Context: an optimization exercise on an open-source flow, tuned for small area. The choices shown serve that exercise and are no tape-out recipe. The RTL was checked by simulation tests, not by an equivalence proof against the original design. Power is estimated from default activity; no workload was simulated.

--- flow/config.mk ---
export PLATFORM = sky130hd
export DESIGN_NAME = usbasp_seq
export DESIGN_NICKNAME = usbasp_seq
export VERILOG_FILES = /design/flow/design.v
export SDC_FILE = /design/flow/constraint.sdc
export NUM_CORES = 4
export LEC_CHECK = 0
export CAP_MARGIN = 20
export CORE_MARGIN = 2
export CORE_UTILIZATION = 40
export PLACE_DENSITY = 0.6
export SLEW_MARGIN = 20
--- flow/constraint.sdc ---
create_clock -name core_clock -period 8.0 [get_ports {clk}]
set_input_delay 1.6000 -clock core_clock [delete_from_list [all_inputs] [get_ports {clk}]]
set_output_delay 1.6000 -clock core_clock [all_outputs]
set_load 0.01 [all_outputs]
--- flow/design.v ---
module usbasp_seq (
    input  wire        clk,
    input  wire        rst,
    input  wire        req_valid,
    output wire        req_ready,
    input  wire [1:0]  req_kind,
    input  wire [63:0] req_data,
    input  wire [3:0]  req_len,
    output wire        rsp_valid,
    output reg  [2:0]  rsp_code,
    output reg  [3:0]  rsp_len,
    output wire [63:0] rsp_data,
    output wire        tgt_valid,
    input  wire        tgt_ready,
    output wire [4:0]  tgt_op,
    output wire [31:0] tgt_addr,
    output wire [63:0] tgt_wdata,
    output wire [3:0]  tgt_len,
    input  wire [63:0] tgt_rdata,
    input  wire        rx_evt,
    input  wire [7:0]  rx_byte,
    input  wire        tx_evt,
    output wire        line_tx_valid,
    output wire [7:0]  line_tx_data,
    output reg         chan_en,
    output reg         rx_irq_en,
    output reg         tx_irq_en,
    output reg  [15:0] cfg_baud,
    output reg  [5:0]  cfg_mode
);
    localparam [1:0] K_SETUP = 2'd0, K_FILL = 2'd1, K_DRAIN = 2'd2;
    localparam [2:0] R_REPLY = 3'd0, R_MOREPKT = 3'd1, R_DATA = 3'd2,
                     R_MORE  = 3'd3, R_DONE    = 3'd4, R_NOTREADY = 3'd5;
    localparam [4:0] E_NONE = 5'd0,
                     E_ISP_XFER = 5'd3, E_ISP_ENTERPROG = 5'd4, E_ISP_SETSCK = 5'd5,
                     E_ISP_RDFLASH = 5'd6, E_ISP_RDEEPROM = 5'd7,
                     E_ISP_WRFLASH_I = 5'd8, E_ISP_WRFLASH_P = 5'd9,
                     E_ISP_FLUSHPAGE = 5'd10, E_ISP_WREEPROM = 5'd11,
                     E_TPI_RECV = 5'd14, E_TPI_RDBLOCK = 5'd16, E_TPI_WRBLOCK = 5'd17,
                     X_TXFREE = 5'd18, X_CAPS = 5'd19, X_STREAM = 5'd20;
    localparam [3:0] OP_IDLE = 4'd0, OP_RFLASH = 4'd1, OP_REEPROM = 4'd2,
                     OP_WFLASH = 4'd3, OP_WEEPROM = 4'd4, OP_RTPI = 4'd5,
                     OP_WTPI = 4'd6, OP_UTX = 4'd7, OP_URX = 4'd8;
    localparam [3:0] S_IDLE = 4'd0, S_DEC = 4'd1, S_EV = 4'd2, S_LOOP = 4'd3,
                     S_CNT = 4'd4, S_CINC = 4'd5, S_ROT = 4'd6, S_AL0 = 4'd7,
                     S_ALIGN = 4'd8, S_RESP = 4'd9;
    reg  [3:0]  st;
    reg  [1:0]  kind_q;
    reg  [3:0]  n_q;
    reg  [63:0] b;
    reg  [4:0]  evop;
    reg         nr;
    reg  [3:0]  op;
    reg  [31:0] cursor;
    reg  [15:0] remaining;
    reg  [11:0] page_size;
    reg  [15:0] page_counter;
    reg         blk_last;
    reg         long_mode;
    reg  [3:0]  idx;
    reg  [3:0]  t;
    reg  [7:0]  rq [0:14];
    reg  [7:0]  tq [0:14];
    reg  [3:0]  rxc, txc;
    wire [7:0]  opcode = b[7:0];
    wire        rem_nz = (remaining != 16'd0);
    wire        more   = (idx != n_q) && rem_nz;
    assign req_ready = (st == S_IDLE);
    assign rsp_valid = (st == S_RESP);
    assign rsp_data  = b;
    assign tgt_valid = (st == S_EV);
    assign tgt_op    = evop;
    assign tgt_addr  = cursor;
    assign tgt_wdata = b;
    assign tgt_len   = idx;
    assign line_tx_valid = tx_evt && tx_irq_en && (txc != 4'd0);
    assign line_tx_data  = tq[14];
    always @(*) begin
        case (kind_q)
            K_SETUP: rsp_code = (evop == X_STREAM) ? R_MOREPKT : R_REPLY;
            K_FILL:  rsp_code = nr ? R_NOTREADY : R_DATA;
            default: rsp_code = nr ? R_NOTREADY : (rem_nz ? R_MORE : R_DONE);
        endcase
        if (kind_q != K_SETUP)
            rsp_len = idx;
        else case (evop)
            E_ISP_XFER, X_CAPS:                       rsp_len = 4'd4;
            E_ISP_ENTERPROG, E_ISP_SETSCK, E_TPI_RECV: rsp_len = 4'd1;
            X_TXFREE:                                 rsp_len = 4'd2;
            default:                                  rsp_len = 4'd0;
        endcase
    end
    wire        paged     = (page_size != 12'd0);
    wire [15:0] pc_dec    = paged ? (page_counter - 16'd1) : page_counter;
    wire        page_full = paged && (pc_dec == 16'd0);
    wire        last_byte = (remaining == 16'd1);
    wire        forced    = last_byte && blk_last && !page_full &&
                            (pc_dec != {4'd0, page_size});
    wire [4:0]  rx_sum  = {1'b0, t} + {1'b0, rxc};
    wire        urx = (kind_q == K_FILL);
    wire        rx_pop  = (st == S_ROT) && urx && (rx_sum >= 5'd15) && more;
    wire        tx_push = (st == S_ROT) && !urx && (t >= txc) && more;
    wire        rx_in   = rx_evt && rx_irq_en && (rxc != 4'd15);
    wire        tx_out  = tx_evt && tx_irq_en && (txc != 4'd0);
    wire        rx_shift = rx_in || (st == S_ROT);
    wire        tx_shift = tx_out || (st == S_ROT);
    reg  [7:0]  shin;
    always @(*) begin
        if (st == S_ROT)
            shin = rq[14];
        else if (st == S_EV)
            shin = tgt_rdata[7:0];
        else if (t == 4'd0 && evop == X_CAPS)
            shin = 8'h41;
        else if (t == 4'd1 && evop == X_TXFREE)
            shin = {4'd0, ~txc};
        else
            shin = 8'd0;
    end
    integer i;
    always @(posedge clk) begin
        if (rx_shift) begin
            rq[0] <= (st == S_ROT) ? rq[14] : rx_byte;
            for (i = 1; i < 15; i = i + 1) rq[i] <= rq[i-1];
        end
        if (tx_shift) begin
            tq[0] <= tx_push ? b[7:0] : tq[14];
            for (i = 1; i < 15; i = i + 1) tq[i] <= tq[i-1];
        end
    end
    always @(posedge clk) begin
        if (rst) begin
            st        <= S_IDLE;
            op        <= OP_IDLE;
            long_mode <= 1'b0;
            rxc       <= 4'd0;
            txc       <= 4'd0;
            chan_en   <= 1'b0;
            rx_irq_en <= 1'b0;
            tx_irq_en <= 1'b0;
        end else begin
            if (rx_in)  rxc <= rxc + 4'd1;
            if (tx_out) txc <= txc - 4'd1;
            if (tx_evt && tx_irq_en && txc == 4'd0) tx_irq_en <= 1'b0;
            case (st)
                S_IDLE: if (req_valid) begin
                    b      <= req_data;
                    n_q    <= req_len;
                    kind_q <= req_kind;
                    st     <= S_DEC;
                end
                S_DEC: begin
                    idx <= 4'd0;
                    t   <= 4'd0;
                    nr  <= 1'b0;
                    case (kind_q)
                        K_SETUP: begin
                            b     <= {8'd0, b[63:8]};
                            evop  <= E_NONE;
                            st    <= S_AL0;
                            case (opcode)
                                8'd1:  begin evop <= 5'd1;  st <= S_EV; end
                                8'd2:  begin evop <= 5'd2;  st <= S_EV; op <= OP_IDLE; long_mode <= 1'b0; end
                                8'd3:  begin evop <= 5'd3;  st <= S_EV; end
                                8'd5:  begin evop <= 5'd4;  st <= S_EV; end
                                8'd10: begin evop <= 5'd5;  st <= S_EV; end
                                8'd11: begin evop <= 5'd12; st <= S_EV; end
                                8'd12: begin evop <= 5'd13; st <= S_EV; op <= OP_IDLE; long_mode <= 1'b0; end
                                8'd13: begin evop <= 5'd14; st <= S_EV; end
                                8'd14: begin evop <= 5'd15; st <= S_EV; end
                                8'd9: begin
                                    cursor    <= b[39:8];
                                    long_mode <= 1'b1;
                                end
                                8'd4, 8'd7, 8'd6, 8'd8, 8'd15, 8'd16, 8'd64, 8'd65: begin
                                    evop      <= X_STREAM;
                                    remaining <= b[55:40];
                                    if (!long_mode && opcode != 8'd64 && opcode != 8'd65)
                                        cursor <= {16'd0, b[23:8]};
                                    case (opcode)
                                        8'd4:  op <= OP_RFLASH;
                                        8'd7:  op <= OP_REEPROM;
                                        8'd15: op <= OP_RTPI;
                                        8'd16: op <= OP_WTPI;
                                        8'd8:  op <= OP_WEEPROM;
                                        8'd64: op <= OP_UTX;
                                        8'd65: op <= OP_URX;
                                        default: begin
                                            op        <= OP_WFLASH;
                                            page_size <= {b[39:36], b[31:24]};
                                            blk_last  <= b[33];
                                            if (b[32])
                                                page_counter <= {4'd0, b[39:36], b[31:24]};
                                        end
                                    endcase
                                end
                                8'd60: begin
                                    rxc       <= 4'd0;
                                    txc       <= 4'd0;
                                    cfg_baud  <= b[23:8];
                                    cfg_mode  <= b[29:24];
                                    chan_en   <= 1'b1;
                                    rx_irq_en <= 1'b1;
                                    tx_irq_en <= 1'b0;
                                end
                                8'd61: txc <= 4'd0;
                                8'd62: rxc <= 4'd0;
                                8'd63: begin
                                    chan_en   <= 1'b0;
                                    rx_irq_en <= 1'b0;
                                    tx_irq_en <= 1'b0;
                                end
                                8'd66:  evop <= X_TXFREE;
                                8'd127: evop <= X_CAPS;
                                default: ;
                            endcase
                        end
                        K_FILL: begin
                            case (op)
                                OP_RFLASH:  begin evop <= E_ISP_RDFLASH;  st <= S_LOOP; end
                                OP_REEPROM: begin evop <= E_ISP_RDEEPROM; st <= S_LOOP; end
                                OP_RTPI:    begin evop <= E_TPI_RDBLOCK;  st <= S_CNT;  end
                                OP_URX:     st <= S_ROT;
                                default:    begin nr <= 1'b1; st <= S_RESP; end
                            endcase
                        end
                        default: begin
                            case (op)
                                OP_WFLASH:  begin evop <= paged ? E_ISP_WRFLASH_P : E_ISP_WRFLASH_I; st <= S_LOOP; end
                                OP_WEEPROM: begin evop <= E_ISP_WREEPROM; st <= S_LOOP; end
                                OP_WTPI:    begin evop <= E_TPI_WRBLOCK;  st <= S_CNT;  end
                                OP_UTX:     st <= S_ROT;
                                default:    begin nr <= 1'b1; st <= S_RESP; end
                            endcase
                        end
                    endcase
                end
                S_LOOP: st <= more ? S_EV : (urx ? S_AL0 : S_RESP);
                S_CNT: begin
                    if (more) begin
                        idx       <= idx + 4'd1;
                        remaining <= remaining - 16'd1;
                    end else
                        st <= (idx == 4'd0) ? S_RESP : S_EV;
                end
                S_CINC: begin
                    if (t != idx) begin
                        cursor <= cursor + 32'd1;
                        t      <= t + 4'd1;
                    end else
                        st <= S_RESP;
                end
                S_EV: if (tgt_ready) begin
                    case (evop)
                        E_ISP_XFER: begin
                            b   <= {shin, b[63:8]};
                            idx <= idx + 4'd1;
                            if (idx == 4'd3) st <= S_AL0;
                        end
                        E_ISP_ENTERPROG, E_TPI_RECV: begin
                            b   <= {shin, b[63:8]};
                            idx <= 4'd1;
                            st  <= S_AL0;
                        end
                        E_ISP_RDFLASH, E_ISP_RDEEPROM, E_ISP_WREEPROM: begin
                            b         <= {shin, b[63:8]};
                            idx       <= idx + 4'd1;
                            cursor    <= cursor + 32'd1;
                            remaining <= remaining - 16'd1;
                            st        <= S_LOOP;
                        end
                        E_ISP_WRFLASH_I, E_ISP_WRFLASH_P: begin
                            page_counter <= page_full ? {4'd0, page_size} : pc_dec;
                            remaining    <= remaining - 16'd1;
                            if (page_full || forced)
                                evop <= E_ISP_FLUSHPAGE;
                            else begin
                                b      <= {shin, b[63:8]};
                                idx    <= idx + 4'd1;
                                cursor <= cursor + 32'd1;
                                st     <= S_LOOP;
                            end
                        end
                        E_ISP_FLUSHPAGE: begin
                            evop   <= paged ? E_ISP_WRFLASH_P : E_ISP_WRFLASH_I;
                            b      <= {shin, b[63:8]};
                            idx    <= idx + 4'd1;
                            cursor <= cursor + 32'd1;
                            st     <= S_LOOP;
                        end
                        E_TPI_RDBLOCK: begin
                            b  <= tgt_rdata;
                            st <= S_CINC;
                        end
                        E_TPI_WRBLOCK: st <= S_CINC;
                        default: st <= S_AL0;
                    endcase
                end
                S_ROT: begin
                    t <= t + 4'd1;
                    if (rx_pop) begin
                        b         <= {shin, b[63:8]};
                        rxc       <= rxc - 4'd1;
                        idx       <= idx + 4'd1;
                        remaining <= remaining - 16'd1;
                    end
                    if (tx_push) begin
                        b         <= {shin, b[63:8]};
                        txc       <= txc + 4'd1;
                        idx       <= idx + 4'd1;
                        remaining <= remaining - 16'd1;
                        tx_irq_en <= 1'b1;
                    end
                    if (t == 4'd14) st <= urx ? S_AL0 : S_RESP;
                end
                S_AL0: begin
                    t  <= idx;
                    st <= S_ALIGN;
                end
                S_ALIGN: begin
                    if (t != 4'd8) begin
                        b <= {shin, b[63:8]};
                        t <= t + 4'd1;
                    end else
                        st <= S_RESP;
                end
                S_RESP: begin
                    st <= S_IDLE;
                    if (!nr) begin
                        if (kind_q == K_FILL && idx != 4'd8) op <= OP_IDLE;
                        if (kind_q == K_DRAIN && !rem_nz)    op <= OP_IDLE;
                    end
                end
                default: st <= S_IDLE;
            endcase
        end
    end
endmodule
--- flow/run.sh ---
#!/bin/bash
# synth_recipe.tcl (not shown) runs the flow's synth.tcl, then flattens the netlist and writes it again
# the make line also repeats each setting of config.mk as NAME=value (left out here)
make -C /OpenROAD-flow-scripts/flow DESIGN_CONFIG=/design/flow/config.mk WORK_HOME=/design/flow/orfs CLKGATE_MAP_FILE= SYNTH_SCRIPT=/design/flow/synth_recipe.tcl finish
==> flow_summary.json, run 1 <==
{
  "cp_slowest_cell": "clkdlybuf4s50_1",
  "synth_cell_types": 77,
  "synth_top_area_cell": "edfxtp_1",
  "nFillCells": 4424,
  "coreArea_um2": 50000,
  "max_cap_viol_count": 0,
  "crit_family": "simple AND/OR/NAND/NOR gates",
  "wl_per_cell_um": 22.6,
  "dp_hpwl_mm": 41.7,
  "synth_edf_count": 423,
  "critPathBufInv": 1,
  "leakage_uw": 0.00873,
  "clkTransAtPathRegs_ns": 0.06,
  "r2r-start": "page_size[8]$_DFFE_PP_",
  "timing.rr.end": "b[34]$_DFFE_PP_",
  "clock_skew_ns": 0.0233,
  "pin_count": 361,
  "yosys.area.top_type_share_pct": 63.0,
  "clk_latency_ns": 0.58,
  "worst_pin_slew_ns": 1.17,
  "ys_ff_latch": 442,
  "grt_pass1_wl_mm": 87.9,
  "drive_above_1_share_pct": 6.84,
  "cts_setup_buffers": 0,
  "synth_area_um2": 20100,
  "syn_nets": 1809,
  "cp_max_fo": 5,
  "vias_per_cell": 5.49,
  "ys_warn_count": 3,
  "cts_tree": "built",
  "die_area_um2": 52200,
  "antenna_found_initial": 3,
  "place_congestion": 0.939,
  "clk_path_buf_depth": 3,
  "ys.flop_type": "edfxtp_1",
  "r2r_cells": 9,
  "holdCritStartpoint": "tq[6][5]$_DFFE_PP_",
  "critPathKind": "reg2out",
  "path_cells": "nor4_1 -> and4_1 -> nand3_1 -> a21oi_1 -> clkdlybuf4s50_1",
  "drtIter0Drc": 1388,
  "syn_avg_cell_area_um2": 12.3,
  "cp.required_ns": 6.40,
  "ctsResizeCount": 0,
  "max_freq_mhz": 202,
  "p_per_area_nw_per_um2": 337,
  "start_util_pct": 40.3,
  "die_width_um": 228,
  "yosysSeqAreaShare_pct": 64.9,
  "critPathCaptureType": "primary output",
  "cts_htree_levels": 2,
  "worst_ep_arrival_time_ns": 3.34,
  "placedCellCount": 2543,
  "first_global_vias": 14000,
  "syn_inst": 1638,
  "hold_ws_ns": 0.413,
  "drtPass1Iterations": 9,
  "clock-sinks": 442,
  "synth_most_common_cell": "edfxtp_1",
  "status": "finished clean",
  "slew-limit-headroom_pct": 21.8,
  "num_rows": 82,
  "synth_area_leaders": "edfxtp_1, nand2_1, a222oi_1, buf_4, o21ai_0",
  "rsz0062_at_grt": "false",
  "nets": 2092,
  "synth_top_cells_by_count": "edfxtp_1, nand2_1, nor2_1",
  "finalNonFillerCells": 2633,
  "finalMaxSlewViolations": 0,
  "rrSetupSlack_ns": 3.40,
  "setup_viol_count_final": 0,
  "overflow": 0,
  "port_buffers": 360,
  "critPathLaunchType": "flip-flop",
  "routed_wl_mm": 59.6,
  "fin_crit_sh_pct": 61.7,
  "cp_num_cells": 5,
  "drc_errors": 0,
  "hp-class": "reg2reg",
  "peakVddDrop_v": 0.000190,
  "slowest_delay_ns": 0.63,
  "die_h_um": 228,
  "min_to": "tq[7][5]$_DFFE_PP_",
  "finalHoldViolCount": 0,
  "min_delay_path_depth": 0,
  "min_period_ns": 4.94,
  "grt_max_degree": 69,
  "async_flop_share_pct": 0,
  "setup_tns_ns": 0,
  "cts.hold.buffers_added": 0,
  "cts_buffers": 48,
  "postRouteAntennaNets": 0,
  "areaGrowthSynthToFinish_pct": 26.4,
  "vias": 14500,
  "global_route.usage.total_pct": 22.2,
  "cts-root-buf": "clkbuf_16"
}
-- registers in the layout, indices dropped and copies added (netlist names), 6 cells and up --
signal        count
rq              120
tq              120
b                64
cursor           32
cfg_baud         16
page_counter     16
remaining        16
page_size        12
cfg_mode          6
-- final cells by class --
class | count | area (um2) | share of cell area (%)
Sequential cell | 442 | 13100 | 51.4
Multi-Input combinational cell | 949 | 5950 | 23.4
Timing Repair Buffer | 379 | 3750 | 14.7
Clock buffer | 52 | 1220 | 4.78
Tap cell | 672 | 841 | 3.30
Inverter | 101 | 379 | 1.49
Clock inverter | 37 | 234 | 0.919
Antenna cell | 1 | 2.50 | 0.00983
-- layer usage --
layer  track usage (%)  share of wire [%]
met1              30.6                 44
met2              36.0                 47
met3              3.53                6.5
met4              7.15                2.6
met5                 0              0.022
-- layout by cell type (no fill, tap or decap), types with 44 or more instances in the layout --
master,count
xnor2_1,44
nand3_1,45
edfxtp_1,423
nand2_1,173
a222oi_1,54
clkbuf_16,48
nor2_1,106
a21oi_1,74
xor2_1,44
inv_1,100
clkdlybuf4s50_1,360
o21ai_0,94
-- metrics by stage --
| stage | utilization, % | power, uW | setup WS, ns | area (um2) |
|---|---|---|---|---|
| after floorplan | - | 5170 | 0.138 | 20100 |
| after global placement | 48.0 | 6540 | 3.31 | 24000 |
| after detailed placement | 48.0 | 6580 | 3.30 | 24000 |
| after CTS | 50.9 | 8660 | 3.02 | 25500 |
| after global routing | 50.9 | 9000 | 2.94 | 25500 |
| final | 50.9 | 8580 | 3.06 | 25500 |
-- worst register-to-register path, cell delays in order, from the launching register on --
cell and delay, ns:
edfxtp_1 0.44, nor4_1 0.74, nand3_2 0.58, nand4_1 0.28, and4b_1 0.21, or4b_1 0.49, o211a_1 0.27, o21a_4 0.23
nor3_2 0.16, buf_4 0.73
-- power by group --
| part | switching [uW] | internal, uW |
|---|---|---|
| sequential | 602 | 3130 |
| clock | 914 | 1140 |
| combinational | 1540 | 1250 |
-- worst max-delay path by stage --
stage	start	endpoint	slack, ns
2_1_floorplan	page_counter[0]$_DFFE_PP_	b[0]$_DFFE_PP_	0.14
3_3_place_gp	tx_evt	line_tx_valid	3.31
3_5_place_dp	tx_evt	line_tx_valid	3.30
4_1_cts	remaining[3]$_DFFE_PP_	rsp_code[2]	3.02
5_1_grt	remaining[3]$_DFFE_PP_	rsp_code[2]	2.94
6_report	remaining[3]$_DFFE_PP_	rsp_code[2]	3.06
-- cell families (layout without fill, tap and decap cells) --
family	after synthesis	after routing	share of synthesized area (%)
simple gates	481	481	11.4
flops	442	442	64.9
compound gates	336	336	11.4
buf+inv	247	569	5.89
xor+xnor	88	88	3.83
fa+ha+maj	23	23	1.47
mux	21	21	1.11
other cells	0	1	0
==> inputs of run 2 (changes only) <==
--- a/flow/design.v
+++ b/flow/design.v
@@ -62,6 +62,30 @@
     reg  [7:0]  rq [0:14];
     reg  [7:0]  tq [0:14];
     reg  [3:0]  rxc, txc;
+    function [31:0] inc32(input [31:0] a);
+        integer j;
+        reg c;
+        begin
+            c = 1'b1;
+            for (j = 0; j < 32; j = j + 1) begin
+                inc32[j] = a[j] ^ c;
+                c = c & a[j];
+            end
+        end
+    endfunction
+    function [15:0] dec16(input [15:0] a);
+        integer j;
+        reg c;
+        begin
+            c = 1'b1;
+            for (j = 0; j < 16; j = j + 1) begin
+                dec16[j] = a[j] ^ c;
+                c = c & ~a[j];
+            end
+        end
+    endfunction
+    wire [31:0] cur_inc = inc32(cursor);
+    wire [15:0] rem_dec = dec16(remaining);
     wire [7:0]  opcode = b[7:0];
     wire        rem_nz = (remaining != 16'd0);
     wire        more   = (idx != n_q) && rem_nz;
@@ -91,7 +115,7 @@
         endcase
     end
     wire        paged     = (page_size != 12'd0);
-    wire [15:0] pc_dec    = paged ? (page_counter - 16'd1) : page_counter;
+    wire [15:0] pc_dec    = paged ? dec16(page_counter) : page_counter;
     wire        page_full = paged && (pc_dec == 16'd0);
     wire        last_byte = (remaining == 16'd1);
     wire        forced    = last_byte && blk_last && !page_full &&
@@ -143,11 +167,11 @@
             if (tx_out) txc <= txc - 4'd1;
             if (tx_evt && tx_irq_en && txc == 4'd0) tx_irq_en <= 1'b0;
             case (st)
-                S_IDLE: if (req_valid) begin
+                S_IDLE: begin
                     b      <= req_data;
                     n_q    <= req_len;
                     kind_q <= req_kind;
-                    st     <= S_DEC;
+                    if (req_valid) st <= S_DEC;
                 end
                 S_DEC: begin
                     idx <= 4'd0;
@@ -239,13 +263,13 @@
                 S_CNT: begin
                     if (more) begin
                         idx       <= idx + 4'd1;
-                        remaining <= remaining - 16'd1;
+                        remaining <= rem_dec;
                     end else
                         st <= (idx == 4'd0) ? S_RESP : S_EV;
                 end
                 S_CINC: begin
                     if (t != idx) begin
-                        cursor <= cursor + 32'd1;
+                        cursor <= cur_inc;
                         t      <= t + 4'd1;
                     end else
                         st <= S_RESP;
@@ -265,19 +289,19 @@
                         E_ISP_RDFLASH, E_ISP_RDEEPROM, E_ISP_WREEPROM: begin
                             b         <= {shin, b[63:8]};
                             idx       <= idx + 4'd1;
-                            cursor    <= cursor + 32'd1;
-                            remaining <= remaining - 16'd1;
+                            cursor    <= cur_inc;
+                            remaining <= rem_dec;
                             st        <= S_LOOP;
                         end
                         E_ISP_WRFLASH_I, E_ISP_WRFLASH_P: begin
                             page_counter <= page_full ? {4'd0, page_size} : pc_dec;
-                            remaining    <= remaining - 16'd1;
+                            remaining    <= rem_dec;
                             if (page_full || forced)
                                 evop <= E_ISP_FLUSHPAGE;
                             else begin
                                 b      <= {shin, b[63:8]};
                                 idx    <= idx + 4'd1;
-                                cursor <= cursor + 32'd1;
+                                cursor <= cur_inc;
                                 st     <= S_LOOP;
                             end
                         end
@@ -285,7 +309,7 @@
                             evop   <= paged ? E_ISP_WRFLASH_P : E_ISP_WRFLASH_I;
                             b      <= {shin, b[63:8]};
                             idx    <= idx + 4'd1;
-                            cursor <= cursor + 32'd1;
+                            cursor <= cur_inc;
                             st     <= S_LOOP;
                         end
                         E_TPI_RDBLOCK: begin
@@ -302,13 +326,13 @@
                         b         <= {shin, b[63:8]};
                         rxc       <= rxc - 4'd1;
                         idx       <= idx + 4'd1;
-                        remaining <= remaining - 16'd1;
+                        remaining <= rem_dec;
                     end
                     if (tx_push) begin
                         b         <= {shin, b[63:8]};
                         txc       <= txc + 4'd1;
                         idx       <= idx + 4'd1;
-                        remaining <= remaining - 16'd1;
+                        remaining <= rem_dec;
                         tx_irq_en <= 1'b1;
                     end
                     if (t == 4'd14) st <= urx ? S_AL0 : S_RESP;
--- a/flow/config.mk
+++ b/flow/config.mk
@@ -8,5 +8,8 @@
 export CAP_MARGIN = 20
 export CORE_MARGIN = 2
 export CORE_UTILIZATION = 40
+export CTS_BUF_LIST = sky130_fd_sc_hd__clkbuf_16
+export CTS_CLUSTER_DIAMETER = 150
+export CTS_CLUSTER_SIZE = 20
 export PLACE_DENSITY = 0.6
 export SLEW_MARGIN = 20
==> flow_summary.json, run 2 <==
{
  "synth_edf_count": 423,
  "critPathCaptureType": "flip-flop",
  "vias": 14100,
  "synth_xor_area_share_pct": 1.49,
  "cp.required_ns": 8.30,
  "port_buffers": 360,
  "drtPass1Iterations": 9,
  "yosys.area_share.simple_pct": 10.5,
  "finish.instance_area_um2": 24700,
  "wl_per_cell_um": 22.9,
  "ys.flop_type": "edfxtp_1",
  "die_width_um": 228,
  "cts-root-buf": "clkbuf_16",
  "postRouteAntennaNets": 0,
  "synth_top_area_cell": "edfxtp_1",
  "die_area_um2": 51900,
  "grt_pass1_wl_mm": 86.6,
  "synth_area_leaders": "edfxtp_1, ha_1, nand2_1, a222oi_1, buf_4",
  "drc_errors": 0,
  "leakage_uw": 0.00894,
  "synth_top_cells_by_count": "edfxtp_1, nand2_1, inv_1",
  "cts_tree": "built",
  "cp_slowest_cell": "edfxtp_1",
  "setup_viol_count_final": 0,
  "post_dp_cell_area_um2": 23900,
  "critPathLaunchType": "flip-flop",
  "largestRegisters": "rq x120, tq x120, b x64",
  "nFillCells": 4400,
  "max_freq_mhz": 154,
  "yosysSeqAreaShare_pct": 65.3,
  "dp_hpwl_mm": 42.4,
  "max_cap_viol_count": 0,
  "hp-class": "reg2reg",
  "crit_family": "adder cells",
  "vias_per_cell": 5.48,
  "ys_warn_count": 3,
  "async_flop_share_pct": 0,
  "peakVddDrop_v": 0.000185,
  "syn_avg_cell_area_um2": 12.4,
  "first_global_vias": 13400,
  "worst_ep_arrival_time_ns": 6.80,
  "crit_top_cell": "ha_1",
  "fin_crit_sh_pct": 81.2,
  "cts.hold.buffers_added": 0,
  "finalHoldViolCount": 0,
  "cp_max_fo": 3,
  "p_per_area_nw_per_um2": 315,
  "die_h_um": 228,
  "clk_latency_ns": 0.60,
  "synth_cell_types": 73,
  "critPathBufInv": 0,
  "cts_htree_levels": 1,
  "clock-sinks": 442,
  "synth_mux_area_share_pct": 0.450,
  "cts_setup_buffers": 0,
  "critPathKind": "reg2reg",
  "num_rows": 82,
  "routed_wl_mm": 58.8,
  "slowest_delay_ns": 0.44,
  "areaGrowthSynthToFinish_pct": 23.3,
  "pin_count": 361,
  "syn_inst": 1612,
  "coreArea_um2": 49800,
  "layout_commonest_cell": "edfxtp_1",
  "drtIter0Drc": 1849,
  "worst_pin_slew_ns": 1.02,
  "rsz0062_at_grt": "false",
  "global_route.usage.total_pct": 21.9,
  "synthAdderAreaFrac_pct": 4.91,
  "start_util_pct": 40.3,
  "slew-limit-headroom_pct": 32.1,
  "grt_max_degree": 90,
  "min_period_ns": 6.50,
  "ctsResizeCount": 0,
  "ys_ff_latch": 442,
  "antenna_found_initial": 1,
  "clock_skew_ns": 0.0382,
  "synth_compound_area_share_pct": 11.2,
  "synth_area_um2": 20000,
  "synth_most_common_cell": "edfxtp_1",
  "layout_common_cells": "edfxtp_1, clkdlybuf4s50_1, nand2_1, inv_1, o21ai_0",
  "cts_buffers": 26,
  "nets": 2105,
  "syn_nets": 1838,
  "overflow": 0,
  "setup_tns_ns": 0,
  "place_congestion": 0.909,
  "clkTransAtPathRegs_ns": 0.10,
  "synth_top_family_by_area": "compound AO/OA/AOI/OAI gates",
  "yosys.area.top_type_share_pct": 63.4,
  "status": "finished clean",
  "clk_path_buf_depth": 3,
  "finalMaxSlewViolations": 0,
  "drive_above_1_share_pct": 4.05
}
==> run 2: logic make-up (layout without fill, tap and decap cells) <==
| kind of cell | count (synthesis) | in the layout |
|---|---|---|
| other | 0 | 1 |
| xor gates and xnor gates | 34 | 34 |
| muxes | 9 | 9 |
| buffers and inverters | 265 | 552 |
| and+or+nand+nor | 456 | 456 |
| AOI/OAI and AO/OA | 328 | 328 |
| adders and majority gates | 78 | 78 |
| DFF | 442 | 442 |
==> run 2: final timing paths <==
path                       start              endpoint  depth (start not counted)  slack (ns)
max reg2reg  cursor[0]$_DFFE_PP_  cursor[31]$_DFFE_PP_                         32        1.50
min           tq[3][7]$_DFFE_PP_    tq[4][7]$_DFFE_PP_                          0        0.40
min reg2reg   tq[3][7]$_DFFE_PP_    tq[4][7]$_DFFE_PP_                          0        0.40
max          cursor[0]$_DFFE_PP_  cursor[31]$_DFFE_PP_                         32        1.50
==> run 2: layout make-up <==
cell class / instances / area [um2] / area share [%]
Inverter: 118 / 443 / 1.79
Multi-Input combinational cell: 905 / 5770 / 23.4
Clock inverter: 22 / 111 / 0.451
Clock buffer: 26 / 651 / 2.63
Timing Repair Buffer: 386 / 3800 / 15.4
Antenna cell: 1 / 2.50 / 0.0101
Tap cell: 672 / 841 / 3.40
Sequential cell: 442 / 13100 / 53.0
==> run 2: through the flow <==
stage	cells	hold WS [ns]	setup WS, ns	total power, uW	util [%]
2_1_floorplan	1612	0.400	1.87	5070	-
3_3_place_gp	2523	0.402	1.63	6440	48.1
3_5_place_dp	2523	0.405	1.54	6460	48.1
4_1_cts	2571	0.398	1.51	7820	49.6
5_1_grt	2572	0.413	1.27	8190	49.6
6_report	2572	0.405	1.50	7780	49.6
==> run 2: where the power goes <==
group / leakage, uW / internal, uW / switching [uW]
clock network: 0.000444 / 600 / 749
registers: 0.00401 / 3090 / 607
logic: 0.00449 / 1250 / 1490
total: 0.00894 / 4940 / 2840
==> run 2: layer usage <==
layer / GRT usage [%] / wire (um) / vias up
met5: 0 / 0 / -
met2: 33.8 / 27000 / 595
met4: 4.58 / 1060 / 0
met1: 32.9 / 26600 / 6997
met3: 3.19 / 4070 / 50
li1: - / - / 6458
==> inputs of run 3 (changes only) <==
==> flow/flow/run.sh (new file) <==
#!/bin/bash
# The standard layout (standard.sh), except that the buffer put on every
# input and output port is the smallest buffer cell instead of the default.
set -euo pipefail
export BUFFER_PORTS_ARGS="-buffer_cell sky130_fd_sc_hd__buf_1"
bash standard.sh > standard.log 2>&1
==> flow/standard.sh (new file) <==
#!/bin/bash
# synth_recipe.tcl (not shown) runs the flow's synth.tcl, then flattens the netlist and writes it again
# the make line also repeats each setting of config.mk as NAME=value (left out here)
make -C /OpenROAD-flow-scripts/flow DESIGN_CONFIG=/design/flow/config.mk WORK_HOME=/design/flow/orfs CLKGATE_MAP_FILE= SYNTH_SCRIPT=/design/flow/synth_recipe.tcl "${@:-finish}"
removed: flow/run.sh
==> flow_summary.json, run 3 <==
{
  "worst_pin_slew_ns": 1.06,
  "clock_skew_ns": 0.0481,
  "grt_pass1_wl_mm": 83.9,
  "global_route.usage.total_pct": 21.1,
  "max_cap_viol_count": 0,
  "synth_cell_types": 73,
  "grt_max_degree": 91,
  "ys_warn_count": 3,
  "clk_path_buf_depth": 3,
  "yosys.area.top_type_share_pct": 63.4,
  "nFillCells": 4582,
  "min_period_ns": 6.46,
  "cts_buffers": 26,
  "start_util_pct": 40.3,
  "vias": 14300,
  "ctsResizeCount": 0,
  "drtPass1Iterations": 9,
  "cp_slowest_cell": "edfxtp_1",
  "slew-limit-headroom_pct": 28.7,
  "synth_area_um2": 20000,
  "die_width_um": 228,
  "num_rows": 82,
  "drc_errors": 0,
  "nets": 2105,
  "syn_nets": 1838,
  "clkTransAtPathRegs_ns": 0.10,
  "critPathCaptureType": "flip-flop",
  "synth_top_area_cell": "edfxtp_1",
  "cts-root-buf": "clkbuf_16",
  "finalNonFillerCells": 2572,
  "cp_max_fo": 3,
  "r2r-start": "cursor[0]$_DFFE_PP_",
  "areaGrowthSynthToFinish_pct": 12.1,
  "cts_setup_buffers": 0,
  "peakVddDrop_v": 0.000213,
  "coreArea_um2": 49800,
  "status": "finished clean",
  "max_freq_mhz": 155,
  "synth_edf_count": 423,
  "cts_htree_levels": 1,
  "clock-sinks": 442,
  "overflow": 0,
  "holdCritStartpoint": "rq[1][5]$_DFFE_PP_",
  "largestRegisters": "rq x120, tq x120, b x64",
  "finalHoldViolCount": 0,
  "setup_viol_count_final": 0,
  "synth_most_common_cell": "edfxtp_1",
  "critPathBufInv": 0,
  "cts_tree": "built",
  "syn_inst": 1612,
  "wl_per_cell_um": 22.1,
  "critPathLaunchType": "flip-flop",
  "first_global_vias": 13200,
  "layout_commonest_cell": "edfxtp_1",
  "fin_crit_sh_pct": 80.8,
  "pin_count": 361,
  "power_uw": 7300,
  "ys_ff_latch": 442,
  "worst_ep_arrival_time_ns": 6.76,
  "die_h_um": 228,
  "synth_top_cells_by_count": "edfxtp_1, nand2_1, inv_1",
  "clk_latency_ns": 0.61,
  "leakage_uw": 0.00797,
  "cts.hold.buffers_added": 0,
  "p_per_area_nw_per_um2": 325,
  "finalMaxSlewViolations": 0,
  "layout_common_cells": "edfxtp_1, buf_1, nand2_1, inv_1, o21ai_0",
  "async_flop_share_pct": 0,
  "critPathKind": "reg2reg",
  "yosysSeqAreaShare_pct": 65.3,
  "antenna_found_initial": 2,
  "routed_wl_mm": 56.8,
  "postRouteAntennaNets": 0,
  "setup_tns_ns": 0,
  "synth_area_leaders": "edfxtp_1, ha_1, nand2_1, a222oi_1, buf_4",
  "vias_per_cell": 5.55,
  "ys.flop_type": "edfxtp_1",
  "rsz0062_at_grt": "false",
  "die_area_um2": 51900,
  "layout_setup_ws_ns": 1.54,
  "slowest_delay_ns": 0.43,
  "hp-class": "reg2reg",
  "crit_top_cell": "ha_1",
  "dp_hpwl_mm": 40.7,
  "cp-startpoint": "cursor[0]$_DFFE_PP_",
  "cp.required_ns": 8.30,
  "place_congestion": 0.960,
  "drtIter0Drc": 1828,
  "syn_avg_cell_area_um2": 12.4,
  "crit_family": "adder cells",
  "drive_above_1_share_pct": 4.05,
  "pre_cts_slack_ns": 1.56,
  "placedCellCount": 2523,
  "port_buffers": 360
}
[run 3: cell types whose count changed in the layout (fill, tap and decap cells not counted), sizes merged]
cell | before | now
buf | 26 | 386
clkdlybuf4s50 | 360 | 0
[run 3: routing by layer]
layer	up-vias	share of wire [%]	global-route usage, %
met1	7050	44	31.1
met5	-	0.014	0
met4	2	3.1	5.98
li1	6461	-	-
met3	93	8.4	4.13
met2	665	44	31.9
[run 3: path summary, 6_finish.rpt]
kind,slack [ns],to,cells past startpoint
max,1.54,cursor[31]$_DFFE_PP_,32
min,0.40,rq[2][5]$_DFFE_PP_,0
max reg2reg,1.54,cursor[31]$_DFFE_PP_,32
min reg2reg,0.40,rq[2][5]$_DFFE_PP_,0
[run 3: metrics by stage]
step / hold WS [ns] / cell area [um2] / util [%]
final: 0.403 / 22500 / 45.1
after floorplan: 0.400 / 20000 / -
after global placement: 0.403 / 21700 / 43.6
after global routing: 0.410 / 22400 / 45.1
after CTS: 0.405 / 22400 / 45.1
after detailed placement: 0.405 / 21700 / 43.6
[run 3: area by class of cell]
cell class | count | area, um2 | area share (%)
diodes | 1 | 2.50 | 0.0111
clock buffers | 26 | 651 | 2.90
repair buffers | 386 | 1550 | 6.90
well taps | 672 | 841 | 3.74
clock inverters | 22 | 111 | 0.496
inverters | 118 | 443 | 1.97
multi-input cells | 905 | 5770 | 25.7
flip-flops and latches | 442 | 13100 | 58.3
[run 3: worst register-to-register path: cells and delay by family (launching register included)]
kind,cells,cell delay (ns)
fa+ha+maj,30,5.51
flops,1,0.43
compound gates,1,0.10
xor+xnor,1,0.16
[run 3: kinds of logic after synthesis]
| kind of cell | Yosys count | synth area share, % |
|---|---|---|
| muxes | 9 | 0.450 |
| adders and majority gates | 78 | 4.91 |
| DFF | 442 | 65.3 |
| buffers and inverters | 265 | 6.21 |
| xor gates and xnor gates | 34 | 1.49 |
| and+or+nand+nor | 456 | 10.5 |
| AOI/OAI and AO/OA | 328 | 11.2 |
[run 3: report_power, final]
part | internal (uW) | leakage (uW) | switching, uW
clock | 600 | 0.000444 | 763
combinational | 740 | 0.00351 | 1520
sequential | 3090 | 0.00401 | 584
total | 4430 | 0.00797 | 2870
==> inputs of run 4 (changes only) <==
--- a/flow/design.v
+++ b/flow/design.v
@@ -28,7 +28,7 @@
     output reg  [15:0] cfg_baud,
     output reg  [5:0]  cfg_mode
 );
-    localparam [1:0] K_SETUP = 2'd0, K_FILL = 2'd1, K_DRAIN = 2'd2;
+    localparam [1:0] K_SETUP = 2'd0, K_FILL = 2'd1, K_DRAIN = 2'd2, K_NR = 2'd3;
     localparam [2:0] R_REPLY = 3'd0, R_MOREPKT = 3'd1, R_DATA = 3'd2,
                      R_MORE  = 3'd3, R_DONE    = 3'd4, R_NOTREADY = 3'd5;
     localparam [4:0] E_NONE = 5'd0,
@@ -37,19 +37,16 @@
                      E_ISP_WRFLASH_I = 5'd8, E_ISP_WRFLASH_P = 5'd9,
                      E_ISP_FLUSHPAGE = 5'd10, E_ISP_WREEPROM = 5'd11,
                      E_TPI_RECV = 5'd14, E_TPI_RDBLOCK = 5'd16, E_TPI_WRBLOCK = 5'd17,
-                     X_TXFREE = 5'd18, X_CAPS = 5'd19, X_STREAM = 5'd20;
-    localparam [3:0] OP_IDLE = 4'd0, OP_RFLASH = 4'd1, OP_REEPROM = 4'd2,
-                     OP_WFLASH = 4'd3, OP_WEEPROM = 4'd4, OP_RTPI = 4'd5,
-                     OP_WTPI = 4'd6, OP_UTX = 4'd7, OP_URX = 4'd8;
-    localparam [3:0] S_IDLE = 4'd0, S_DEC = 4'd1, S_EV = 4'd2, S_LOOP = 4'd3,
-                     S_CNT = 4'd4, S_CINC = 4'd5, S_ROT = 4'd6, S_AL0 = 4'd7,
-                     S_ALIGN = 4'd8, S_RESP = 4'd9;
+                     X_TXFREE = 5'd18, X_CAPS = 5'd19, X_STREAM = 5'd20, X_FIRST = 5'd21;
+    localparam [3:0] OP_IDLE = 4'b0000,
+                     OP_RFLASH = 4'b1000, OP_REEPROM = 4'b1001, OP_RTPI = 4'b1010, OP_URX = 4'b1011,
+                     OP_WFLASH = 4'b1100, OP_WEEPROM = 4'b1101, OP_WTPI = 4'b1110, OP_UTX = 4'b1111;
+    localparam [3:0] S_IDLE = 4'd7, S_DEC = 4'd9, S_EV = 4'd8, S_LOOP = 4'd2, S_CNT = 4'd5, S_ROT = 4'd14, S_AL0 = 4'd15, S_ALIGN = 4'd1, S_RESP = 4'd0;
     reg  [3:0]  st;
     reg  [1:0]  kind_q;
     reg  [3:0]  n_q;
     reg  [63:0] b;
     reg  [4:0]  evop;
-    reg         nr;
     reg  [3:0]  op;
     reg  [31:0] cursor;
     reg  [15:0] remaining;
@@ -96,14 +93,17 @@
     assign tgt_op    = evop;
     assign tgt_addr  = cursor;
     assign tgt_wdata = b;
-    assign tgt_len   = idx;
+    wire        rem_lt_n = (remaining[15:4] == 12'd0) && (remaining[3:0] < n_q);
+    wire        k_nz     = (n_q != 4'd0) && rem_nz;
+    assign tgt_len   = rem_lt_n ? remaining[3:0] : n_q;
     assign line_tx_valid = tx_evt && tx_irq_en && (txc != 4'd0);
     assign line_tx_data  = tq[14];
     always @(*) begin
         case (kind_q)
-            K_SETUP: rsp_code = (evop == X_STREAM) ? R_MOREPKT : R_REPLY;
-            K_FILL:  rsp_code = nr ? R_NOTREADY : R_DATA;
-            default: rsp_code = nr ? R_NOTREADY : (rem_nz ? R_MORE : R_DONE);
+            K_SETUP: rsp_code = (evop[4:1] == 4'b1010) ? R_MOREPKT : R_REPLY;
+            K_FILL:  rsp_code = R_DATA;
+            K_DRAIN: rsp_code = rem_nz ? R_MORE : R_DONE;
+            default: rsp_code = R_NOTREADY;
         endcase
         if (kind_q != K_SETUP)
             rsp_len = idx;
@@ -120,9 +120,8 @@
     wire        last_byte = (remaining == 16'd1);
     wire        forced    = last_byte && blk_last && !page_full &&
                             (pc_dec != {4'd0, page_size});
-    wire [4:0]  rx_sum  = {1'b0, t} + {1'b0, rxc};
     wire        urx = (kind_q == K_FILL);
-    wire        rx_pop  = (st == S_ROT) && urx && (rx_sum >= 5'd15) && more;
+    wire        rx_pop  = (st == S_ROT) && urx && (t >= ~rxc) && more;
     wire        tx_push = (st == S_ROT) && !urx && (t >= txc) && more;
     wire        rx_in   = rx_evt && rx_irq_en && (rxc != 4'd15);
     wire        tx_out  = tx_evt && tx_irq_en && (txc != 4'd0);
@@ -155,7 +154,7 @@
     always @(posedge clk) begin
         if (rst) begin
             st        <= S_IDLE;
-            op        <= OP_IDLE;
+            op[3]     <= 1'b0;
             long_mode <= 1'b0;
             rxc       <= 4'd0;
             txc       <= 4'd0;
@@ -176,7 +175,6 @@
                 S_DEC: begin
                     idx <= 4'd0;
                     t   <= 4'd0;
-                    nr  <= 1'b0;
                     case (kind_q)
                         K_SETUP: begin
                             b     <= {8'd0, b[63:8]};
@@ -184,12 +182,12 @@
                             st    <= S_AL0;
                             case (opcode)
                                 8'd1:  begin evop <= 5'd1;  st <= S_EV; end
-                                8'd2:  begin evop <= 5'd2;  st <= S_EV; op <= OP_IDLE; long_mode <= 1'b0; end
+                                8'd2:  begin evop <= 5'd2;  st <= S_EV; op[3] <= 1'b0; long_mode <= 1'b0; end
                                 8'd3:  begin evop <= 5'd3;  st <= S_EV; end
                                 8'd5:  begin evop <= 5'd4;  st <= S_EV; end
                                 8'd10: begin evop <= 5'd5;  st <= S_EV; end
                                 8'd11: begin evop <= 5'd12; st <= S_EV; end
-                                8'd12: begin evop <= 5'd13; st <= S_EV; op <= OP_IDLE; long_mode <= 1'b0; end
+                                8'd12: begin evop <= 5'd13; st <= S_EV; op[3] <= 1'b0; long_mode <= 1'b0; end
                                 8'd13: begin evop <= 5'd14; st <= S_EV; end
                                 8'd14: begin evop <= 5'd15; st <= S_EV; end
                                 8'd9: begin
@@ -213,8 +211,7 @@
                                             op        <= OP_WFLASH;
                                             page_size <= {b[39:36], b[31:24]};
                                             blk_last  <= b[33];
-                                            if (b[32])
-                                                page_counter <= {4'd0, b[39:36], b[31:24]};
+                                            if (b[32]) evop <= X_FIRST;
                                         end
                                     endcase
                                 end
@@ -240,22 +237,28 @@
                             endcase
                         end
                         K_FILL: begin
-                            case (op)
-                                OP_RFLASH:  begin evop <= E_ISP_RDFLASH;  st <= S_LOOP; end
-                                OP_REEPROM: begin evop <= E_ISP_RDEEPROM; st <= S_LOOP; end
-                                OP_RTPI:    begin evop <= E_TPI_RDBLOCK;  st <= S_CNT;  end
-                                OP_URX:     st <= S_ROT;
-                                default:    begin nr <= 1'b1; st <= S_RESP; end
-                            endcase
+                            if (op[3] && !op[2]) begin
+                                case (op[1:0])
+                                    2'd0:    begin evop <= E_ISP_RDFLASH;  st <= S_LOOP; end
+                                    2'd1:    begin evop <= E_ISP_RDEEPROM; st <= S_LOOP; end
+                                    2'd2:    begin evop <= E_TPI_RDBLOCK;  st <= k_nz ? S_EV : S_RESP; end
+                                    default: st <= S_ROT;
+                                endcase
+                            end else begin
+                                kind_q <= K_NR; st <= S_RESP;
+                            end
                         end
                         default: begin
-                            case (op)
-                                OP_WFLASH:  begin evop <= paged ? E_ISP_WRFLASH_P : E_ISP_WRFLASH_I; st <= S_LOOP; end
-                                OP_WEEPROM: begin evop <= E_ISP_WREEPROM; st <= S_LOOP; end
-                                OP_WTPI:    begin evop <= E_TPI_WRBLOCK;  st <= S_CNT;  end
-                                OP_UTX:     st <= S_ROT;
-                                default:    begin nr <= 1'b1; st <= S_RESP; end
-                            endcase
+                            if (op[3] && op[2]) begin
+                                case (op[1:0])
+                                    2'd0:    begin evop <= paged ? E_ISP_WRFLASH_P : E_ISP_WRFLASH_I; st <= S_LOOP; end
+                                    2'd1:    begin evop <= E_ISP_WREEPROM; st <= S_LOOP; end
+                                    2'd2:    begin evop <= E_TPI_WRBLOCK;  st <= k_nz ? S_EV : S_RESP; end
+                                    default: st <= S_ROT;
+                                endcase
+                            end else begin
+                                kind_q <= K_NR; st <= S_RESP;
+                            end
                         end
                     endcase
                 end
@@ -264,13 +267,7 @@
                     if (more) begin
                         idx       <= idx + 4'd1;
                         remaining <= rem_dec;
-                    end else
-                        st <= (idx == 4'd0) ? S_RESP : S_EV;
-                end
-                S_CINC: begin
-                    if (t != idx) begin
-                        cursor <= cur_inc;
-                        t      <= t + 4'd1;
+                        cursor    <= cur_inc;
                     end else
                         st <= S_RESP;
                 end
@@ -314,9 +311,9 @@
                         end
                         E_TPI_RDBLOCK: begin
                             b  <= tgt_rdata;
-                            st <= S_CINC;
+                            st <= S_CNT;
                         end
-                        E_TPI_WRBLOCK: st <= S_CINC;
+                        E_TPI_WRBLOCK: st <= S_CNT;
                         default: st <= S_AL0;
                     endcase
                 end
@@ -338,6 +335,7 @@
                     if (t == 4'd14) st <= urx ? S_AL0 : S_RESP;
                 end
                 S_AL0: begin
+                    if (evop == X_FIRST) page_counter <= {4'd0, page_size};
                     t  <= idx;
                     st <= S_ALIGN;
                 end
@@ -350,10 +348,8 @@
                 end
                 S_RESP: begin
                     st <= S_IDLE;
-                    if (!nr) begin
-                        if (kind_q == K_FILL && idx != 4'd8) op <= OP_IDLE;
-                        if (kind_q == K_DRAIN && !rem_nz)    op <= OP_IDLE;
-                    end
+                    if (kind_q == K_FILL && idx != 4'd8) op[3] <= 1'b0;
+                    if (kind_q == K_DRAIN && !rem_nz)    op[3] <= 1'b0;
                 end
                 default: st <= S_IDLE;
             endcase
--- a/flow/config.mk
+++ b/flow/config.mk
@@ -10,6 +10,6 @@
 export CORE_UTILIZATION = 40
 export CTS_BUF_LIST = sky130_fd_sc_hd__clkbuf_16
 export CTS_CLUSTER_DIAMETER = 150
-export CTS_CLUSTER_SIZE = 20
+export CTS_CLUSTER_SIZE = 24
 export PLACE_DENSITY = 0.6
 export SLEW_MARGIN = 20
==> flow_summary.json, run 4 <==
{
  "postRouteAntennaNets": 0,
  "critPathKind": "reg2reg",
  "port_buffers": 360,
  "cts_buffers": 22,
  "ctsResizeCount": 0,
  "synth_compound_area_share_pct": 10.4,
  "slew-limit-headroom_pct": 34.6,
  "yosys.area.top_type_share_pct": 64.8,
  "nets": 2018,
  "finalMaxSlewViolations": 0,
  "yosysSeqAreaShare_pct": 66.5,
  "die_h_um": 226,
  "yosys.area_share.simple_pct": 9.65,
  "clkTransAtPathRegs_ns": 0.11,
  "async_flop_share_pct": 0,
  "timing.rr.end": "cursor[31]$_DFFE_PP_",
  "synth_mux_area_share_pct": 0.782,
  "cts_setup_buffers": 0,
  "synth_top_family_by_area": "compound AO/OA/AOI/OAI gates",
  "cp.required_ns": 8.30,
  "synth_area_um2": 19700,
  "synth_edf_count": 425,
  "drtIter0Drc": 1806,
  "critPathLaunchType": "flip-flop",
  "layout_commonest_cell": "edfxtp_1",
  "hp-class": "reg2reg",
  "r2r_cells": 32,
  "worst_ep_arrival_time_ns": 6.65,
  "cts_tree": "built",
  "min_to": "tq[10][1]$_DFFE_PP_",
  "grt_max_degree": 82,
  "drc_errors": 0,
  "cts_htree_levels": 1,
  "grt_pass1_wl_mm": 78.7,
  "overflow": 0,
  "die_width_um": 226,
  "vias": 13400,
  "worst_pin_slew_ns": 0.978,
  "place_congestion": 0.875,
  "cts.hold.buffers_added": 0,
  "start_util_pct": 40.4,
  "holdCritStartpoint": "tq[9][1]$_DFFE_PP_",
  "critPathCaptureType": "flip-flop",
  "clock_skew_ns": 0.0281,
  "setup_tns_ns": 0,
  "clock-sinks": 441,
  "nFillCells": 4456,
  "first_global_vias": 12300,
  "setup_viol_count_final": 0,
  "fin_crit_sh_pct": 79.4,
  "num_antenna_cells": 0,
  "synth_cell_types": 69,
  "synth_top_area_cell": "edfxtp_1",
  "rrSetupSlack_ns": 1.64,
  "clk_latency_ns": 0.57,
  "synthAdderAreaFrac_pct": 5.40,
  "pin_count": 361,
  "coreArea_um2": 48700,
  "drive_above_1_share_pct": 4.69,
  "drtPass1Iterations": 10,
  "min_delay_path_depth": 0,
  "ys_ff_latch": 441,
  "synth_xor_area_share_pct": 1.11,
  "p_per_area_nw_per_um2": 265,
  "clk_path_buf_depth": 3,
  "synth_most_common_cell": "edfxtp_1",
  "syn_inst": 1517,
  "min_period_ns": 6.36,
  "die_area_um2": 51000,
  "crit_top_cell": "ha_1",
  "status": "finished clean",
  "synth_area_leaders": "edfxtp_1, ha_1, nand2_1, a222oi_1, buf_4",
  "peakVddDrop_v": 0.000128,
  "slowest_delay_ns": 0.43,
  "wl_per_cell_um": 22.4,
  "rsz0062_at_grt": "false",
  "ys_warn_count": 3,
  "routed_wl_mm": 55.1,
  "r2r-start": "cursor[0]$_DFFE_PP_",
  "antenna_found_initial": 0,
  "cp_slowest_cell": "edfxtp_1",
  "syn_avg_cell_area_um2": 13.0,
  "max_cap_viol_count": 0,
  "cp_max_fo": 3,
  "dp_hpwl_mm": 39.0,
  "finalHoldViolCount": 0,
  "leakage_uw": 0.00782,
  "utilization_pct": 45.0,
  "syn_nets": 1750,
  "ys.flop_type": "edfxtp_1",
  "cts-root-buf": "clkbuf_16",
  "vias_per_cell": 5.47,
  "global_route.usage.total_pct": 20.8,
  "layout_common_cells": "edfxtp_1, buf_1, nand2_1, inv_1, ha_1",
  "num_rows": 81,
  "critPathBufInv": 0,
  "largestRegisters": "rq x120, tq x120, b x64",
  "crit_family": "adder cells",
  "synth_top_cells_by_count": "edfxtp_1, nand2_1, inv_1",
  "max_freq_mhz": 157,
  "areaGrowthSynthToFinish_pct": 11.5
}
-- run 4: worst max path at each step --
stage                                       to                      start  cells after the start  slack, ns
after CTS                 cursor[31]$_DFFE_PP_        cursor[0]$_DFFE_PP_                     32       1.62
after global placement    cursor[31]$_DFFE_PP_        cursor[0]$_DFFE_PP_                     32       1.74
after detailed placement  cursor[31]$_DFFE_PP_        cursor[0]$_DFFE_PP_                     32       1.65
final                     cursor[31]$_DFFE_PP_        cursor[0]$_DFFE_PP_                     32       1.64
after global routing      cursor[31]$_DFFE_PP_        cursor[0]$_DFFE_PP_                     32       1.26
after floorplan                 b[0]$_DFFE_PP_  page_counter[0]$_DFFE_PP_                     22       1.05
-- run 4: power by group --
group	switching (uW)	internal [uW]	total (uW)	leakage [uW]
Sequential	370	2920	3290	0.00399
Clock	722	525	1250	0.000328
Combinational	864	408	1270	0.00351
Total	1960	3850	5810	0.00782
-- run 4: layout make-up --
type / instances / area (um2) / share of cell area (%)
clock buffer: 23 / 576 / 2.62
clock inverter: 8 / 42.5 / 0.194
inverter: 117 / 439 / 2.00
multi-input combinational: 822 / 5470 / 24.9
sequential: 441 / 13100 / 59.6
tap: 664 / 831 / 3.79
timing repair buffer: 381 / 1510 / 6.88
-- run 4: layer usage --
metal | vias up | part of all wire (%) | GRT usage, %
li1 | 6107 | - | -
met1 | 6711 | 43 | 29.2
met2 | 539 | 47 | 33.5
met3 | 71 | 7.4 | 3.02
met4 | 0 | 2.6 | 6.20
met5 | - | 0 | 0
-- run 4: cells by family after synthesis --
kind of cell,count (synthesis)
mux,14
xor+xnor,25
flops,441
compound gates,292
simple gates,406
buf+inv,254
fa+ha+maj,85
-- run 4: per-stage QoR --
| stage | instance area (um2) | hold slack [ns] | setup slack [ns] | std cells | total power [uW] |
|---|---|---|---|---|---|
| 2_1_floorplan | 19700 | 0.400 | 1.05 | 1517 | 4090 |
| 3_3_place_gp | 21300 | 0.401 | 1.74 | 2425 | 4590 |
| 3_5_place_dp | 21300 | 0.405 | 1.65 | 2425 | 4620 |
| 4_1_cts | 21900 | 0.413 | 1.62 | 2456 | 5860 |
| 5_1_grt | 21900 | 0.419 | 1.26 | 2456 | 6100 |
| 6_report | 21900 | 0.415 | 1.64 | 2456 | 5810 |
==> inputs of run 5 (changes only) <==
==> flow/flow/run.sh (replaced) <==
#!/bin/bash
# The standard layout (standard.sh) with two changes:
#  1. Synthesis maps the logic with an area-oriented ABC script (flow/abc.script)
#     in place of ORFS's abc_speed.script. The rest of synthesis is the standard
#     one (synth_recipe.tcl), so the registers are those of the standard synthesis.
#  2. The buffer put on every input and output port is the smallest buffer cell.
# Each step's output goes to a log of its own here (synth.log, standard.log) and
# ORFS's per-step logs under orfs/logs.
set -euo pipefail
here=$(pwd)
rm -rf "$here/scripts_abc"
cp -r "$FLOW_HOME/scripts" "$here/scripts_abc"
cp "$here/flow/abc.script" "$here/scripts_abc/abc_speed.script"
export BUFFER_PORTS_ARGS="-buffer_cell sky130_fd_sc_hd__buf_1"
SCRIPTS_DIR="$here/scripts_abc" bash standard.sh synth > synth.log 2>&1
bash standard.sh > standard.log 2>&1
==> flow/flow/abc.script (new file) <==
&get -n
&st
&deepsyn -T 120
&dch -f
&nf -R 1000 -p -F 8 -A 4
&st
&syn2
&dch -f
&nf -R 1000 -p -F 8 -A 4
&put
topo
dnsize -c
--- a/flow/config.mk
+++ b/flow/config.mk
@@ -10,6 +10,6 @@
 export CORE_UTILIZATION = 40
 export CTS_BUF_LIST = sky130_fd_sc_hd__clkbuf_16
 export CTS_CLUSTER_DIAMETER = 150
-export CTS_CLUSTER_SIZE = 24
+export CTS_CLUSTER_SIZE = 20
 export PLACE_DENSITY = 0.6
 export SLEW_MARGIN = 20
==> flow_summary.json, run 5 <==
{
  "overflow": 0,
  "cts-root-buf": "clkbuf_16",
  "drc_errors": 0,
  "slowest_delay_ns": 0.42,
  "cp_slowest_cell": "edfxtp_1",
  "ctsResizeCount": 0,
  "critPathLaunchType": "flip-flop",
  "drtPass1Iterations": 6,
  "pre_cts_slack_ns": 1.56,
  "cts_buffers": 26,
  "synth_area_leaders": "edfxtp_1, ha_1, nor2_1, buf_4, nand2_1",
  "status": "finished clean",
  "antenna_found_initial": 3,
  "layout_common_cells": "edfxtp_1, buf_1, nor2_1, nand2_1, ha_1",
  "cts_htree_levels": 1,
  "synth_most_common_cell": "edfxtp_1",
  "clkTransAtPathRegs_ns": 0.09,
  "nFillCells": 4256,
  "yosys.area.top_type_share_pct": 68.4,
  "finalMaxSlewViolations": 0,
  "grt_max_degree": 100,
  "ys.flop_type": "edfxtp_1",
  "synth_area_um2": 18700,
  "syn_nets": 1596,
  "start_util_pct": 40.3,
  "worst_ep_arrival_time_ns": 6.68,
  "yosysSeqAreaShare_pct": 70.1,
  "max_freq_mhz": 158,
  "critPathKind": "reg2reg",
  "layout_commonest_cell": "edfxtp_1",
  "nets": 1941,
  "cts.hold.buffers_added": 0,
  "leakage_uw": 0.00719,
  "global_route.usage.total_pct": 20.6,
  "post_dp_cell_area_um2": 20500,
  "die_width_um": 220,
  "postRouteAntennaNets": 0,
  "setup_viol_count_final": 0,
  "syn_inst": 1363,
  "min_period_ns": 6.35,
  "layout_setup_ws_ns": 1.65,
  "synth_top_cells_by_count": "edfxtp_1, nor2_1, nand2_1",
  "first_global_vias": 11600,
  "worst_pin_slew_ns": 1.14,
  "dp_hpwl_mm": 36.3,
  "setup_tns_ns": 0,
  "async_flop_share_pct": 0,
  "synth_top_area_cell": "edfxtp_1",
  "cts_setup_buffers": 0,
  "num_rows": 79,
  "slew-limit-headroom_pct": 23.7,
  "finalHoldViolCount": 0,
  "drive_above_1_share_pct": 3.73,
  "synth_edf_count": 425,
  "clk_latency_ns": 0.58,
  "clk_path_buf_depth": 3,
  "place_congestion": 0.897,
  "synth_cell_types": 52,
  "coreArea_um2": 46300,
  "vias": 12500,
  "wl_per_cell_um": 22.2,
  "clock_skew_ns": 0.0245,
  "multi_input_area_um2": 4970,
  "max_cap_viol_count": 0,
  "cp_max_fo": 3,
  "die_h_um": 220,
  "cp.required_ns": 8.34,
  "min_delay_path_depth": 0,
  "rsz0062_at_grt": "false",
  "fin_crit_sh_pct": 79.3,
  "cts_tree": "built",
  "finish.instance_area_um2": 21300,
  "r2r_cells": 32,
  "port_buffers": 360,
  "drtIter0Drc": 1302,
  "pin_count": 361,
  "areaGrowthSynthToFinish_pct": 14.1,
  "largestRegisters": "rq x120, tq x120, b x64",
  "ys_warn_count": 3,
  "die_area_um2": 48400,
  "power_uw": 6050,
  "crit_top_cell": "ha_1",
  "peakVddDrop_v": 0.000158,
  "syn_avg_cell_area_um2": 13.7,
  "p_per_area_nw_per_um2": 284,
  "vias_per_cell": 5.36,
  "critPathCaptureType": "flip-flop",
  "clock-sinks": 441,
  "grt_pass1_wl_mm": 73.3,
  "register_area_um2": 13100,
  "hp-class": "reg2reg",
  "routed_wl_mm": 51.7,
  "hold_ws_ns": 0.414,
  "ys_ff_latch": 441
}
-- run 5: cell types whose count changed after synthesis, sizes merged, moves of 13 or more --
cell    previous run  this run
buf               83        65
o22ai              6        59
o211ai            15         1
nand3             40        27
nor2              74       211
clkbuf            54         0
nand2            180       103
inv              117         0
a222oi            54         3
clkinv             0        54
-- run 5: metal layers --
| metal | GRT usage, % | part of all wire, % | vias up |
|---|---|---|---|
| met5 | 0 | 0 | - |
| met4 | 4.85 | 1.7 | 0 |
| met3 | 3.41 | 6.7 | 63 |
| met2 | 32.4 | 47 | 463 |
| met1 | 29.9 | 45 | 6191 |
| li1 | - | - | 5755 |
-- run 5: final timing paths --
kind | from | endpoint | slack [ns]
hold reg to reg | tq[3][2]$_DFFE_PP_ | tq[4][2]$_DFFE_PP_ | 0.41
setup reg to reg | cursor[0]$_DFFE_PP_ | cursor[30]$_DFFE_PP_ | 1.65
setup / recovery | cursor[0]$_DFFE_PP_ | cursor[30]$_DFFE_PP_ | 1.65
hold / removal | tq[3][2]$_DFFE_PP_ | tq[4][2]$_DFFE_PP_ | 0.41
-- run 5: area by class of cell --
class | instances | area share (%)
inverter | 54 | 0.952
clock inverter | 10 | 0.253
multi-input combinational | 803 | 23.3
tap | 607 | 3.57
clock buffer | 27 | 3.17
sequential | 441 | 61.4
antenna | 2 | 0.0235
timing repair buffer | 382 | 7.26
-- run 5: kinds of logic (layout without fill, tap and decap cells) --
| logic type | Yosys count | in the layout | share of synthesized area, % |
|---|---|---|---|
| compound gates | 241 | 241 | 8.03 |
| xor+xnor | 19 | 19 | 0.892 |
| fa+ha+maj | 85 | 85 | 5.70 |
| simple gates | 434 | 434 | 10.1 |
| flops | 441 | 441 | 70.1 |
| other cells | 0 | 2 | 0 |
| mux | 24 | 24 | 1.44 |
| buf+inv | 119 | 473 | 3.70 |
-- run 5: power by group --
group	internal (uW)	total, uW	switching, uW	leakage (uW)
sequential	2960	3330	369	0.00398
combinational	439	1370	930	0.00282
clock	610	1350	739	0.000390
total	4010	6050	2040	0.00719
-- run 5: critical path, delay by kind of cell (launching register included) --
kind / cells / cell delay [ns]
compound gates: 1 / 0.05
fa+ha+maj: 30 / 5.55
flops: 1 / 0.42
simple gates: 1 / 0.11
-- run 5: metrics by stage --
stage                     cells  utilization [%]
final                      2326             46.0
after CTS                  2323             46.0
after global placement     2286             44.4
after detailed placement   2286             44.4
after floorplan            1363                -
after global routing       2326             46.0

[afterwards: timing with drivers on the ports]
How much do the figures lean on ideal ports? The routed layouts below were timed once more, with nothing changed but the port constraints.
Step 1 assumes that a clkbuf_16 drives the clock port and a buf_2 every other input.
Step 2 times the ports against the registers' clock, not the clock port: input delays grow and output delays shrink by t, the midpoint of the rising clock arrivals with the driver on.
a / b / c = ideal / step 1 / step 2; a / b = the first two.
| run | shift t [ns] | slack for setup (ns) | hold slack, ns | clock arrival spread, ns | cell pins on the clock port's net |
|---|---|---|---|---|---|
| run 1 | 0.631 | 3.062 / 3.002 / 3.278 | 0.413 / 0.413 / 0.413 | 0.023 / 0.023 | 1 |
| run 2 | 0.641 | 1.505 / 1.505 / 1.505 | 0.405 / 0.405 / 0.405 | 0.038 / 0.038 | 1 |
| run 3 | 0.649 | 1.537 / 1.537 / 1.537 | 0.403 / 0.403 / 0.403 | 0.051 / 0.050 | 1 |
| run 4 | 0.619 | 1.644 / 1.644 / 1.644 | 0.415 / 0.415 / 0.415 | 0.029 / 0.029 | 1 |
| run 5 | 0.624 | 1.653 / 1.653 / 1.653 | 0.414 / 0.414 / 0.414 | 0.032 / 0.032 | 1 |
After both steps every run listed still meets setup and hold.
